This design comes from an exercise in tuning for small area on the open sky130 flow, not from production work.
The RTL was checked by simulation tests, not by an equivalence proof against the original design.
Power is estimated from default activity; no workload was simulated.

--- flow/config.mk ---
export PLATFORM = sky130hd
export DESIGN_NAME = ntsc_lsb
export DESIGN_NICKNAME = ntsc_lsb
export VERILOG_FILES = /design/flow/design.v
export SDC_FILE = /design/flow/constraint.sdc
export NUM_CORES = 4
export LEC_CHECK = 0
export CAP_MARGIN = 20
export CORE_MARGIN = 2
export CORE_UTILIZATION = 40
export SLEW_MARGIN = 20
--- flow/constraint.sdc ---
create_clock -name core_clock -period 10.0 [get_ports {clk}]
set_input_delay 2.0000 -clock core_clock [delete_from_list [all_inputs] [get_ports {clk}]]
set_output_delay 2.0000 -clock core_clock [all_outputs]
set_load 0.01 [all_outputs]
--- flow/design.v ---
module ntsc_lsb (
    input  wire        clk,
    input  wire        rst_n,
    input  wire        run,
    input  wire        mode_il,       
    input  wire        mode_den,      
    input  wire        mode_burst,    
    input  wire        mode_pic,      
    input  wire [31:0] frame_init,    
    input  wire [7:0]  lvl_tip,
    input  wire [7:0]  lvl_porch,
    input  wire [7:0]  lvl_black,
    input  wire [7:0]  burst_000,
    input  wire [7:0]  burst_060,
    input  wire [7:0]  burst_090,
    input  wire [7:0]  burst_120,
    input  wire [7:0]  burst_180,
    input  wire [7:0]  burst_240,
    input  wire [7:0]  burst_270,
    input  wire [7:0]  burst_300,
    output wire        ps_req,
    output wire [31:0] ps_frame,
    output wire [8:0]  ps_row,
    output wire [10:0] ps_col,
    input  wire [7:0]  ps_data,
    input  wire        ps_ack,
    output reg         dac_valid,
    output reg  [7:0]  dac_out,
    output reg         sol,
    output reg         vblank,
    output reg         field
);
    reg        running;
    reg        il, den, burst, pic;
    reg [9:0]  line;
    reg [10:0] pos;
    reg [31:0] frame;
    reg [2:0]  bph;           
    wire [10:0] t_len      = den ? 11'd1368 : 11'd912;
    wire [10:0] t_half     = den ? 11'd684  : 11'd456;
    wire [10:0] t_hsync    = den ? 11'd103  : 11'd68;
    wire [10:0] t_bp_end   = den ? 11'd205  : 11'd136;
    wire [10:0] t_fp_start = den ? 11'd1341 : 11'd894;
    wire [10:0] t_eqw      = den ? 11'd54   : 11'd36;
    wire [10:0] t_vsw      = den ? 11'd588  : 11'd392;
    wire [10:0] t_burst    = den ? 11'd114  : 11'd76;
    wire [10:0] t_burst_n  = den ? 11'd54   : 11'd36;
    wire [10:0] t_act_off  = den ? 11'd246  : 11'd164;
    wire [10:0] t_act_n    = den ? 11'd1056 : 11'd704;
    wire [2:0]  t_spc      = den ? 3'd6     : 3'd4;
    wire [9:0]  t_lines    = il  ? 10'd525  : 10'd262;
    wire        first_half = pos < t_half;
    wire [10:0] hpos       = first_half ? pos : pos - t_half;
    wire [7:0] eq_val = (hpos < t_eqw) ? lvl_tip : lvl_porch;
    wire [7:0] vs_val = (hpos < t_vsw) ? lvl_tip : lvl_porch;
    reg [7:0] blank_val;
    always @(*) begin
        if (pos < t_hsync)
            blank_val = lvl_tip;
        else if (pos < t_bp_end || pos >= t_fp_start)
            blank_val = lvl_porch;
        else
            blank_val = lvl_black;
    end
    reg [7:0] burst_val;
    always @(*) begin
        if (den) begin
            case (bph)
                3'd0:    burst_val = burst_000;
                3'd1:    burst_val = burst_060;
                3'd2:    burst_val = burst_120;
                3'd3:    burst_val = burst_180;
                3'd4:    burst_val = burst_240;
                default: burst_val = burst_300;
            endcase
        end else begin
            case (bph[1:0])
                2'd0:    burst_val = burst_000;
                2'd1:    burst_val = burst_090;
                2'd2:    burst_val = burst_180;
                default: burst_val = burst_270;
            endcase
        end
    end
    wire       in_burst = (pos >= t_burst) && (pos < t_burst + t_burst_n);
    wire [7:0] bt_val   = (burst && in_burst) ? burst_val : blank_val;
    reg        row_ok;
    reg [9:0]  row;
    always @(*) begin
        row_ok = 1'b0;
        row    = 10'd0;
        if (!il) begin
            if (line >= 10'd22 && line < 10'd262) begin
                row_ok = 1'b1;
                row    = line - 10'd22;
            end
        end else if (line >= 10'd22 && line < 10'd262) begin
            row_ok = 1'b1;
            row    = (line - 10'd22) << 1;
        end else if (line >= 10'd285) begin
            row_ok = 1'b1;
            row    = ((line - 10'd285) << 1) + 10'd1;
        end
    end
    wire in_window = (pos >= t_act_off) && (pos < t_act_off + t_act_n);
    assign ps_req   = running && pic && row_ok && in_window;
    assign ps_frame = frame;
    assign ps_row   = row[8:0];
    assign ps_col   = pos - t_act_off;
    wire [7:0] act_val = (ps_req && ps_ack) ? ps_data : bt_val;
    reg [7:0] sample;
    always @(*) begin
        if (line < 10'd3 || (line >= 10'd6 && line < 10'd9))
            sample = eq_val;                                   
        else if (line < 10'd6)
            sample = vs_val;                                   
        else if (line < 10'd22)
            sample = bt_val;                                   
        else if (!il || line < 10'd263) begin
            sample = act_val;                                  
            if (il && line == 10'd262 && !first_half)
                sample = eq_val;                               
        end else if (line < 10'd265 || line == 10'd269 || line == 10'd270)
            sample = eq_val;                                   
        else if (line == 10'd265)
            sample = first_half ? eq_val : vs_val;             
        else if (line < 10'd268)
            sample = vs_val;                                   
        else if (line == 10'd268)
            sample = first_half ? vs_val : eq_val;             
        else if (line == 10'd271)
            sample = first_half ? eq_val : lvl_porch;          
        else if (line < 10'd282)
            sample = bt_val;                                   
        else begin
            sample = act_val;                                  
            if (line == 10'd282 && pos >= t_bp_end && first_half)
                sample = lvl_porch;                            
        end
    end
    always @(posedge clk) begin
        if (!rst_n) begin
            running   <= 1'b0;
            dac_valid <= 1'b0;
        end else if (!running) begin
            dac_valid <= 1'b0;
            if (run) begin
                running <= 1'b1;
                il      <= mode_il;
                den     <= mode_den;
                burst   <= mode_burst;
                pic     <= mode_pic;
                line    <= 10'd0;
                pos     <= 11'd0;
                frame   <= frame_init;
                bph     <= 3'd0;
            end
        end else begin
            dac_valid <= 1'b1;
            dac_out   <= sample;
            sol       <= (pos == 11'd0);
            vblank    <= (line < 10'd22);
            field     <= il && (line >= 10'd263);
            if (pos == t_burst - 11'd1 || bph == t_spc - 3'd1)
                bph <= 3'd0;
            else
                bph <= bph + 3'd1;
            if (pos == t_len - 11'd1) begin
                pos <= 11'd0;
                if (line == t_lines - 10'd1) begin
                    line  <= 10'd0;
                    frame <= frame + 32'd1;
                end else begin
                    line <= line + 10'd1;
                end
            end else begin
                pos <= pos + 11'd1;
            end
            if (!run)
                running <= 1'b0;
        end
    end
endmodule
--- flow/run.sh ---
#!/bin/bash
# synth_recipe.tcl (not shown) runs the flow's synth.tcl, then flattens the netlist and writes it again
# the make line also repeats each setting of config.mk as NAME=value (left out here)
make -C /OpenROAD-flow-scripts/flow DESIGN_CONFIG=/design/flow/config.mk WORK_HOME=/design/flow/orfs CLKGATE_MAP_FILE= SYNTH_SCRIPT=/design/flow/synth_recipe.tcl finish
==> out/summary.txt <==
clock transition at the registers of the reported paths: 0.07 ns
Syn. warnings: 1
Max transition margin: 26.8%
Period minus WS final: 6.04 ns
top cells by count, synth: nor2_1 (130), a21oi_1 (92), nand2_1 (89), edfxtp_1 (71), o21ai_0 (66)
number of buffers inserted for hold repair after clock tree synthesis: 0
synth unique cells: 95
sequential share of the synthesized area: 25.3%
share of power burned in combinational logic: 36.7%
leading post-synthesis cells by cell area: edfxtp_1 (25%), ha_1 (6.1%), nor2_1 (5.7%), a21oi_1 (5.4%), nand2_1 (3.9%)
power share of the sequential group: 34.6%
Max IR drop VDD: 0.0830 mV
dominant delay contributor by cell family on the critical path: compound AO/OA/AOI/OAI gates
setup skew after layout: 0.0130 ns
die outline area: 22,600 um2
total global routing track utilization: 26.2%
prevailing post-synth register cell: edfxtp_1
number of port buffers: 200
count of buffers added by post-CTS timing repair for setup: 0
quantity of gates resized following cts: 0
clock root buffer master: clkbuf_16
number of buffers added by the clock tree synthesis step: 9
number of maximum-capacitance constraint violations: 0
pin count of the biggest net entering global routing: 71
count of final max-slew check failures: 0
Final Hold Viols: 0
antenna violation net count after detailed routing: 0
net switching share of the total power: 35.1%
wire length of the first global-routing pass: 46,700 um
number of nets in the final layout: 1,401
TritonCTS clock tree: built
DR vias/cell: 6.04
detailed-placement wirelength estimate: 22,800 um
async set-reset flop share out of synthesis: 0%
WP data arrival: 6.13 ns
number of register bits inferred by synthesis: 73
highest clock frequency the design can meet: 166 MHz
share of power burned in the clock network: 28.8%
Max Fanout on Critical Path: 30
leakage power: 3.92 nW
power density relative to cell area: 103 nW/um2
Std-Cell Core Area: 21,000 um2
kind of end point of the critical path: flop
vias post-DR: 9,080
final WL: 30,400 um
first-pass iteration count of the detailed router: 6
layout-stage area growth over the synthesis result: 27.6%
number of placement rows: 53
instance area after placement: 10,700 um2
maximum clock path buffer count: 2
CP max stage cell: a21oi_1
Worst Path Required: 10.09 ns
Internal Power: 731 uW
critical path class: reg -> reg
initial detailed-routing violation count: 768
unrepaired setup endpoints after global routing: false
area of the mapped netlist: 8570 um2
cell-by-cell listing of the critical path: buf_4 -> inv_1 -> ha_1 -> a211oi_1 -> a21oi_1 -> a21oi_1 -> nor2_1 -> xor2_1 -> ha_1 -> o21ai_0 -> a21boi_0 -> nand2b_1 -> o22a_2 -> nor3_4 -> o22ai_1 -> a221o_1 -> a31oi_1 -> o21ai_0
Syn Nets: 1,255
Avg Cell Area, Syn: 7.96 um2
number of enable flip-flop cells after synthesis: 71
cell area after layout: 10,900 um2
routability congestion estimate: 0.940
final design utilization: 52.1%
gate count of the mapped netlist: 1,077
cell type with the highest aggregate area in the netlist: edfxtp_1
routed wire length per instance: 20.2 um
Setup Viol. Count Final: 0
H-tree lvl count: 3
run status: complete, no violations
fraction of layout instances using a drive strength above 1: 6.76%
leftover overflow at the end of global routing: 0
number of global-route vias before repair: 8,516
final clock period utilization by the worst path: 60.4%
fraction of synthesized cell area taken by the top area cell type: 24.9%
top-level I/O count: 201
largest stage delay on the critical path: 0.77 ns
Starting Density: 40.8%
die height: 150 um
antenna violations before repair: 0
CP bufs+invs: 2
slew of the pin with the lowest slew margin: 1.09 ns
Skew-Pair Late Insertion Delay: 0.35 ns
number of DRC violations after detailed routing: 0
crit start category: flop
clock tree sinks: 73
Die Span X: 150 um
setup TNS: 0 ns
class of the most critical hold timing path: reg -> reg
most frequent cell after synthesis: nor2_1
net switching power of the design: 394 uW
==> flip-flops by register name, summed over array words and instances, names as in the netlist <==
signal and cells:
bph 3, burst 1, dac_out 8, dac_valid 1, den 1, field 1, frame 32, il 1
line 10, pic 1, pos 11, running 1, sol 1, vblank 1
==> routing by layer <==
metal | share of wire, % | up-vias | global-route usage (%)
met3 | 9.7 | 62 | 6.09
met5 | 0 | - | 0
met4 | 2.3 | 0 | 7.69
li1 | - | 4307 | -
met2 | 45 | 458 | 43.3
met1 | 43 | 4253 | 34.3
==> path summary, 6_finish.rpt <==
check / end / start / cells past startpoint / slack, ns
worst max register to register: dac_out[5]$_DFFE_PP_ / den$_DFFE_PP_ / 18 / 3.96
worst max-delay path: dac_out[5]$_DFFE_PP_ / den$_DFFE_PP_ / 18 / 3.96
worst min-delay path: frame[0]$_DFFE_PP_ / frame[0]$_DFFE_PP_ / 1 / 0.67
worst min register to register: frame[0]$_DFFE_PP_ / frame[0]$_DFFE_PP_ / 1 / 0.67
==> power by group through the flow <==
stage               Clock, mW  Sequential, mW  Combinational, mW
floorplan                   0           0.382              0.256
global placement            0           0.395              0.405
detailed placement          0           0.395              0.405
CTS                     0.330           0.388              0.407
global route            0.341           0.392              0.447
finish                  0.323           0.389              0.413
==> cells in the final DEF (no fill, tap or decap), drive strengths merged, types with 10 or more instances in the layout <==
cell / n
nor3: 20
nand2b: 14
o31ai: 13
nand2: 89
nand3: 35
nand4: 18
a221oi: 17
clkbuf: 11
and2: 12
and3: 18
a31oi: 10
ha: 42
clkdlybuf4s50: 200
o22ai: 11
a211oi: 20
or3: 12
mux2: 21
o21ai: 69
xor2: 31
edfxtp: 71
xnor2: 34
nor2: 131
inv: 45
a21o: 12
nor2b: 17
mux2i: 28
a21oi: 92
==> area by class of cell <==
type,instances,area [um2]
antenna,1,2.50
clock buffer,11,243
clock inverter,5,38.8
fill,2032,10100
inverter,44,165
multi-input combinational,889,5930
sequential,73,2170
tap,275,344
timing repair buffer,206,2050
==> cell families after synthesis <==
kind of cell    Yosys count  share of synthesized area [%]
xor+xnor                 65                           6.64
flops                    73                           25.3
compound gates          334                           27.4
mux                      49                           6.03
fa+ha+maj                42                           6.13
buf+inv                 115                           5.68
simple gates            399                           22.8
==> through the flow <==
stage               std cells  hold WS, ns  total power [mW]  worst slack [ns]
detailed placement       1487        0.653             0.800              3.88
CTS                      1503        0.666              1.13              3.84
finish                   1504        0.666              1.12              3.96
floorplan                1077        0.607             0.638              5.27
global route             1503        0.690              1.18              3.52
global placement         1487        0.639             0.800              4.04

-- port drivers added, routing unchanged --
Ports are ideal in the flow. The routed layout listed here was re-timed in OpenROAD.
Step 1: set_driving_cell puts a clkbuf_16 on clk and a buf_2 on each other input, an assumption about the parent block.
Step 2 moves the port delays by t, midway between the first and last clock arrival at a register: inputs arrive t later, outputs are due t later. That takes back most of the time a late clock gives input paths.
a / b / c = no drivers / after step 1 / after step 2; a / b = the first two.
t (ns): 0.389
setup slack, ns: 3.961 / 3.949 / 3.961
worst hold slack (ns): 0.666 / 0.666 / 0.666
After both steps this run still meets setup and hold. For this run, drivers alone change the setup slack by -0.012 ns; drivers and shift together by 0.000 ns.
